What follows belongs to an exercise in optimizing a design on an open flow for small area and a short achievable clock period; a production flow would make more cautious choices.
Power figures rest on the tool's default switching activity, not on a simulated workload.

## oak
==> flow/design.v <==
module fdc_read (
    input  wire        clk,
    input  wire        rst,
    input  wire        drive_active,
    input  wire        flux,
    input  wire        wr_en,
    input  wire [2:0]  wr_port,
    input  wire [15:0] wr_data,
    input  wire        rd_en,
    output wire [15:0] status,
    output reg         mem_we,
    output wire [31:0] mem_addr,
    output wire [15:0] mem_wdata,
    output reg         irq_sync,
    output reg         irq_done
);
    localparam [1:0] S_IDLE = 2'd0, S_WAIT = 2'd1, S_BYTE0 = 2'd2, S_BYTE1 = 2'd3;
    localparam [1:0] F_NONE = 2'd0, F_SAME = 2'd1, F_M1 = 2'd2;
    localparam [1:0] H_NONE = 2'd0, H_HI = 2'd1, H_LO = 2'd2;
    reg running;
    reg [10:0] counter;   
    reg [4:0]  inc5;      
    reg [1:0]  hist;
    reg [2:0]  pcnt;      
    reg [1:0]  fcls;      
    reg        dir;       
    reg        lat_v;
    reg [2:0]  lat_c;
    reg [15:0] shift;
    reg [2:0]  bcnt;
    reg        st_sync, st_ready;
    reg [7:0]  st_data;
    reg [15:0] len;       
    reg [15:0] pend;      
    reg        pz;
    reg [15:0] sync_r;
    reg        ctl10;
    reg        dmaen;     
    reg [1:0]  state;
    reg [7:0]  hi;
    reg [31:0] A;
    reg        F;
    reg [15:0] B;
    reg [1:0]  H;
    wire start = drive_active && !running;
    wire [11:0] addend = (pcnt != 3'd0) ? (dir ? 12'd34 : 12'd258) : {4'b0000, 3'b100, inc5};
    wire [11:0] csum   = {1'b0, counter} + addend;
    wire [5:0] lo_sum = {1'b0, counter[4:0]} + {1'b0, inc5};
    wire end_fast = counter >= 11'd1790;
    wire end_slow = counter >= 11'd2014;
    wire end_inc  = (counter[10:7] == 4'b1111) || (counter[10:5] == 6'b111011 && lo_sum[5]);
    wire ended = (pcnt != 3'd0) ? (dir ? end_slow : end_fast) : end_inc;
    wire       v     = lat_v | flux;                   
    wire [2:0] cT    = lat_v ? lat_c : counter[10:8];  
    wire fact = (fcls == F_SAME && pcnt != 3'd0) || (fcls == F_M1 && pcnt > 3'd1);
    reg [4:0] inc5_n;
    always @* begin
        inc5_n = inc5;
        if (fact && !dir && inc5 != 5'd31)     inc5_n = inc5 + 5'd1;
        else if (fact && dir && inc5 != 5'd6)  inc5_n = inc5 - 5'd1;
    end
    wire [2:0] pcnt_dec = (pcnt == 3'd0) ? 3'd0 : pcnt - 3'd1;
    wire [1:0] qT      = cT[2] ? cT[1:0] : ~cT[1:0];
    wire [2:0] pcnt_T  = {1'b0, qT} + 3'd1;
    wire [1:0] fcls_T  = ((hist == 2'd0 && !cT[2]) || (hist == 2'd3 && cT[2])) ? F_SAME :
                         (hist == 2'd1 || hist == 2'd2) ? F_M1 : F_NONE;
    wire bv     = running & ended;
    wire hi_eq  = (shift[14:0] == sync_r[15:1]);
    wire match  = hi_eq & (sync_r[0] == v);
    wire c8     = (bcnt == 3'd7);
    wire sp_match = bv & match & (c8 | !st_sync);
    wire sps    = sp_match & ctl10 & (state == S_WAIT);
    wire spb    = bv & c8 & !sps;
    wire [7:0] byte_v = {shift[6:0], v};
    wire wd   = bv & c8 & (state == S_BYTE1);    
    wire [13:0] len_dec = len[13:0] - 14'd1;
    wire xfer = wd & (len_dec == 14'd0);
    reg  [1:0] state_s;
    always @* begin
        state_s = state;
        if (sps) state_s = S_BYTE0;
        else if (spb) begin
            if (state == S_BYTE0) state_s = S_BYTE1;
            else if (state == S_BYTE1) state_s = xfer ? S_IDLE : S_BYTE0;
        end
    end
    wire [15:0] len_s = wd ? {len[15:14], len_dec} : len;
    wire wr_len  = wr_en && wr_port == 3'd0;
    wire wr_sync = wr_en && wr_port == 3'd1;
    wire wr_ctl  = wr_en && wr_port == 3'd2;
    wire wr_den  = wr_en && wr_port == 3'd3;
    wire wr_ph   = wr_en && wr_port == 3'd5;
    wire wr_pl   = wr_en && wr_port == 3'd6;
    wire port_ok = wr_en && wr_port != 3'd4 && wr_port != 3'd7;
    wire len_eq  = !pz && wr_data == pend;
    wire len_acc = wr_len && (!wr_data[15] || len_eq);
    wire [15:0] len_w  = len_acc ? wr_data : len_s;
    wire ctl_w   = wr_ctl ? wr_data[10] : ctl10;
    wire den_w   = wr_den ? (wr_data[9] & wr_data[4]) : dmaen;
    wire lens_nz = wd ? (len[13:0] != 14'd1) : (len[13:0] != 14'd0);
    wire en_s    = len[15] && dmaen && lens_nz;
    reg  enabled;
    always @* begin
        case (wr_port)
            3'd0:    enabled = wr_data[15] && (len_eq ? (dmaen && wr_data[13:0] != 14'd0) : en_s);
            3'd3:    enabled = len[15] && wr_data[9] && wr_data[4] && lens_nz;
            default: enabled = en_s;
        endcase
    end
    reg  [1:0] state_w;
    always @* begin
        state_w = state_s;
        if (port_ok) begin
            if (enabled) begin
                if (state_s == S_IDLE) state_w = ctl_w ? S_WAIT : S_BYTE0;
            end else
                state_w = S_IDLE;
        end
    end
    wire [31:0] Ainc = A + {30'd0, F, 1'b0};
    wire [31:0] L    = {H == H_HI ? B : Ainc[31:16], H == H_LO ? B : Ainc[15:0]};
    always @(posedge clk) begin
        running <= drive_active;
        B <= wr_data;
        if (rst) begin
            counter <= 11'd0; inc5 <= 5'd18; hist <= 2'd0;
            pcnt <= 3'd0; fcls <= F_NONE; dir <= 1'b0; lat_v <= 1'b0;
            shift <= 16'd0; bcnt <= 3'd0; st_sync <= 1'b0; st_ready <= 1'b0; st_data <= 8'd0;
            len <= 16'd0; pz <= 1'b1; sync_r <= 16'd0; ctl10 <= 1'b0; dmaen <= 1'b0;
            state <= S_IDLE;
            A <= 32'd0; F <= 1'b0; H <= H_NONE;
            mem_we <= 1'b0; irq_sync <= 1'b0; irq_done <= 1'b0;
        end else begin
            if (start) begin
                counter <= 11'd0; inc5 <= 5'd18; hist <= 2'd0;
                pcnt <= 3'd0; fcls <= F_NONE; dir <= 1'b0; lat_v <= 1'b0;
            end else if (running) begin
                counter <= csum[10:0];
                inc5   <= inc5_n;
                if (ended) begin
                    lat_v <= 1'b0;
                    if (v) begin
                        pcnt <= pcnt_T; fcls <= fcls_T; dir <= cT[2];
                        hist <= {cT[2], hist[1]};
                    end else begin
                        pcnt <= 3'd0; fcls <= F_NONE;
                    end
                end else begin
                    lat_v <= v;
                    lat_c <= cT;
                    pcnt  <= pcnt_dec;
                end
            end
            if (start) begin
                shift <= 16'd0; bcnt <= 3'd0;
            end else if (bv) begin
                shift <= {shift[14:0], v};
                bcnt  <= (sps || c8) ? 3'd0 : bcnt + 3'd1;
                if (c8 || (st_sync ? !match : match))
                    st_sync <= match;
            end
            if (spb) begin
                st_data  <= byte_v;
                st_ready <= 1'b1;
            end else if (rd_en && running)
                st_ready <= 1'b0;
            if (bv && c8 && state == S_BYTE0)
                hi <= byte_v;
            len   <= len_w;
            if (wr_len) begin pend <= wr_data; pz <= 1'b0; end
            if (wr_sync) sync_r <= wr_data;
            ctl10 <= ctl_w;
            dmaen <= den_w;
            state <= state_w;
            if (wd) begin
                A <= L;
                F <= 1'b1;
                H <= wr_ph ? H_HI : wr_pl ? H_LO : H_NONE;
            end else begin
                A <= {wr_ph ? wr_data : L[31:16], wr_pl ? wr_data : L[15:0]};
                F <= 1'b0;
                H <= H_NONE;
            end
            mem_we   <= wd;
            irq_sync <= sp_match;
            irq_done <= xfer;
        end
    end
    assign mem_addr  = A;
    assign mem_wdata = {hi, st_data};
    assign status = running ? {st_ready, state != S_IDLE, 1'b0, st_sync, 4'd0, st_data} : 16'd0;
endmodule
==> flow/config.mk <==
export PLATFORM = sky130hd
export DESIGN_NAME = fdc_read
export DESIGN_NICKNAME = fdc_read
export VERILOG_FILES = /design/flow/design.v
export SDC_FILE = /design/flow/constraint.sdc
export NUM_CORES = 4
export LEC_CHECK = 0
export CAP_MARGIN = 20
export CORE_MARGIN = 2
export CORE_UTILIZATION = 40
export CTS_BUF_LIST = sky130_fd_sc_hd__clkbuf_8
export SETUP_SLACK_MARGIN = 4.0
export SLEW_MARGIN = 20
==> flow/constraint.sdc <==
create_clock -name core_clock -period 7.0 [get_ports {clk}]
set_input_delay 1.4000 -clock core_clock [delete_from_list [all_inputs] [get_ports {clk}]]
set_output_delay 1.4000 -clock core_clock [all_outputs]
set_load 0.01 [all_outputs]
standard.sh (not shown) runs the stock make flow with config.mk's settings and CLKGATE_MAP_FILE= SYNTH_SCRIPT=/design/flow/synth_recipe.tcl, a recipe that flattens the netlist after the stock synthesis.
==> flow/flow/run.sh <==
#!/bin/bash
# Standard ORFS layout (the standard.sh), with the port buffers made of
# sky130_fd_sc_hd__buf_1 instead of the resizer's default choice.
set -euo pipefail
export BUFFER_PORTS_ARGS="-buffer_cell sky130_fd_sc_hd__buf_1"
bash standard.sh finish > standard_flow.log 2>&1
Input changes introduced in pine (baseline for comparison: oak):
-- flow/design.v --
<<< oak, line 32
    reg [7:0]  st_data;
    reg [15:0] len;       
    reg [15:0] pend;      
    reg        pz;
    reg [15:0] sync_r;
    reg        ctl10;
>>> pine, line 32
    reg [7:0]  st_data;
    reg [15:0] len;       
    reg [15:0] pend;
    reg [15:0] sync_r;
    reg        ctl10;
<<< oak, line 73
    wire spb    = bv & c8 & !sps;
    wire [7:0] byte_v = {shift[6:0], v};
    wire wd   = bv & c8 & (state == S_BYTE1);    
    wire [13:0] len_dec = len[13:0] - 14'd1;
    wire xfer = wd & (len_dec == 14'd0);
>>> pine, line 72
    wire spb    = bv & c8 & !sps;
    wire [7:0] byte_v = {shift[6:0], v};
    wire wd   = spb & (state == S_BYTE1);
    wire [13:0] len_dec = len[13:0] - 14'd1;
    wire xfer = wd & (len_dec == 14'd0);
<<< oak, line 93
    wire wr_pl   = wr_en && wr_port == 3'd6;
    wire port_ok = wr_en && wr_port != 3'd4 && wr_port != 3'd7;
    wire len_eq  = !pz && wr_data == pend;
    wire len_acc = wr_len && (!wr_data[15] || len_eq);
    wire [15:0] len_w  = len_acc ? wr_data : len_s;
    wire ctl_w   = wr_ctl ? wr_data[10] : ctl10;
    wire den_w   = wr_den ? (wr_data[9] & wr_data[4]) : dmaen;
    wire lens_nz = wd ? (len[13:0] != 14'd1) : (len[13:0] != 14'd0);
    wire en_s    = len[15] && dmaen && lens_nz;
    reg  enabled;
    always @* begin
        case (wr_port)
            3'd0:    enabled = wr_data[15] && (len_eq ? (dmaen && wr_data[13:0] != 14'd0) : en_s);
            3'd3:    enabled = len[15] && wr_data[9] && wr_data[4] && lens_nz;
            default: enabled = en_s;
        endcase
    end
    reg  [1:0] state_w;
    always @* begin
>>> pine, line 92
    wire wr_pl   = wr_en && wr_port == 3'd6;
    wire port_ok = wr_en && wr_port != 3'd4 && wr_port != 3'd7;
    wire len_acc = wr_len && (!wr_data[15] || wr_data == pend);
    wire [15:0] len_w  = len_acc ? wr_data : len_s;
    wire ctl_w   = wr_ctl ? wr_data[10] : ctl10;
    wire den_w   = wr_den ? (wr_data[9] & wr_data[4]) : dmaen;
    wire enabled = len_w[15] && den_w && len_w[13:0] != 14'd0;
    reg  [1:0] state_w;
    always @* begin
<<< oak, line 127
            pcnt <= 3'd0; fcls <= F_NONE; dir <= 1'b0; lat_v <= 1'b0;
            shift <= 16'd0; bcnt <= 3'd0; st_sync <= 1'b0; st_ready <= 1'b0; st_data <= 8'd0;
            len <= 16'd0; pz <= 1'b1; sync_r <= 16'd0; ctl10 <= 1'b0; dmaen <= 1'b0;
            state <= S_IDLE;
            A <= 32'd0; F <= 1'b0; H <= H_NONE;
>>> pine, line 116
            pcnt <= 3'd0; fcls <= F_NONE; dir <= 1'b0; lat_v <= 1'b0;
            shift <= 16'd0; bcnt <= 3'd0; st_sync <= 1'b0; st_ready <= 1'b0; st_data <= 8'd0;
            len <= 16'd0; pend <= 16'd0; sync_r <= 16'd0; ctl10 <= 1'b0; dmaen <= 1'b0;
            state <= S_IDLE;
            A <= 32'd0; F <= 1'b0; H <= H_NONE;
<<< oak, line 165
            end else if (rd_en && running)
                st_ready <= 1'b0;
            if (bv && c8 && state == S_BYTE0)
                hi <= byte_v;
            len   <= len_w;
            if (wr_len) begin pend <= wr_data; pz <= 1'b0; end
            if (wr_sync) sync_r <= wr_data;
            ctl10 <= ctl_w;
>>> pine, line 154
            end else if (rd_en && running)
                st_ready <= 1'b0;
            if (spb && state == S_BYTE0)
                hi <= byte_v;
            len   <= len_w;
            if (wr_len) pend <= wr_data;
            if (wr_sync) sync_r <= wr_data;
            ctl10 <= ctl_w;
Findings:
Power improves in pine relative to oak.
Post-synthesis share of cell area spent on and, or, nand and nor gates, oak and pine, higher one = oak.
Compared pine vs oak, and growth of design area from synthesis to finish is up in pine.
Share of synthesized registers carrying an async set or reset: pine vs oak — no meaningful difference
The power in the clock group number comes out lower for pine vs oak.
As far as reported max-cap violation count goes, pine and oak are indistinguishable; the numbers are identical.
Cmp oak and pine / global-route usage / higher: pine
When the final numbers for oak and pine were put side by side, the combined area of all synthesized cells turned out to be greater in oak.
No functional check of the RTL was part of any run of this note.

## what the ideal ports hide
The results above use ideal ports. As a check the final layouts listed here were re-extracted and re-timed, cells and wires unchanged.
Step 1, drivers: a clkbuf_16 drives clk and a buf_2 each remaining input, both assumed.
Step 2 adds t to the input delays and takes it off the output delays; t is the mean of the earliest and latest rising clock arrival at the registers after step 1. Input paths then give back, and output paths get back, about the clock's delay inside the block.
Three values: ideal ports, drivers, drivers and shift; two values: the first two.
run | t, ns | slack for setup (ns) | hold slack, ns | worst data-port slew with drivers (ns)
oak | 0.504 | 4.052 / 4.052 / 3.648 | 0.470 / 0.470 / 0.470 | 0.07
pine | 0.502 | 3.893 / 3.896 / 3.394 | 0.472 / 0.472 / 0.472 | 0.07
After both steps every run listed still meets setup and hold. For pine, which loses most, drivers alone change the setup slack by +0.003 ns; drivers and shift together by -0.499 ns.
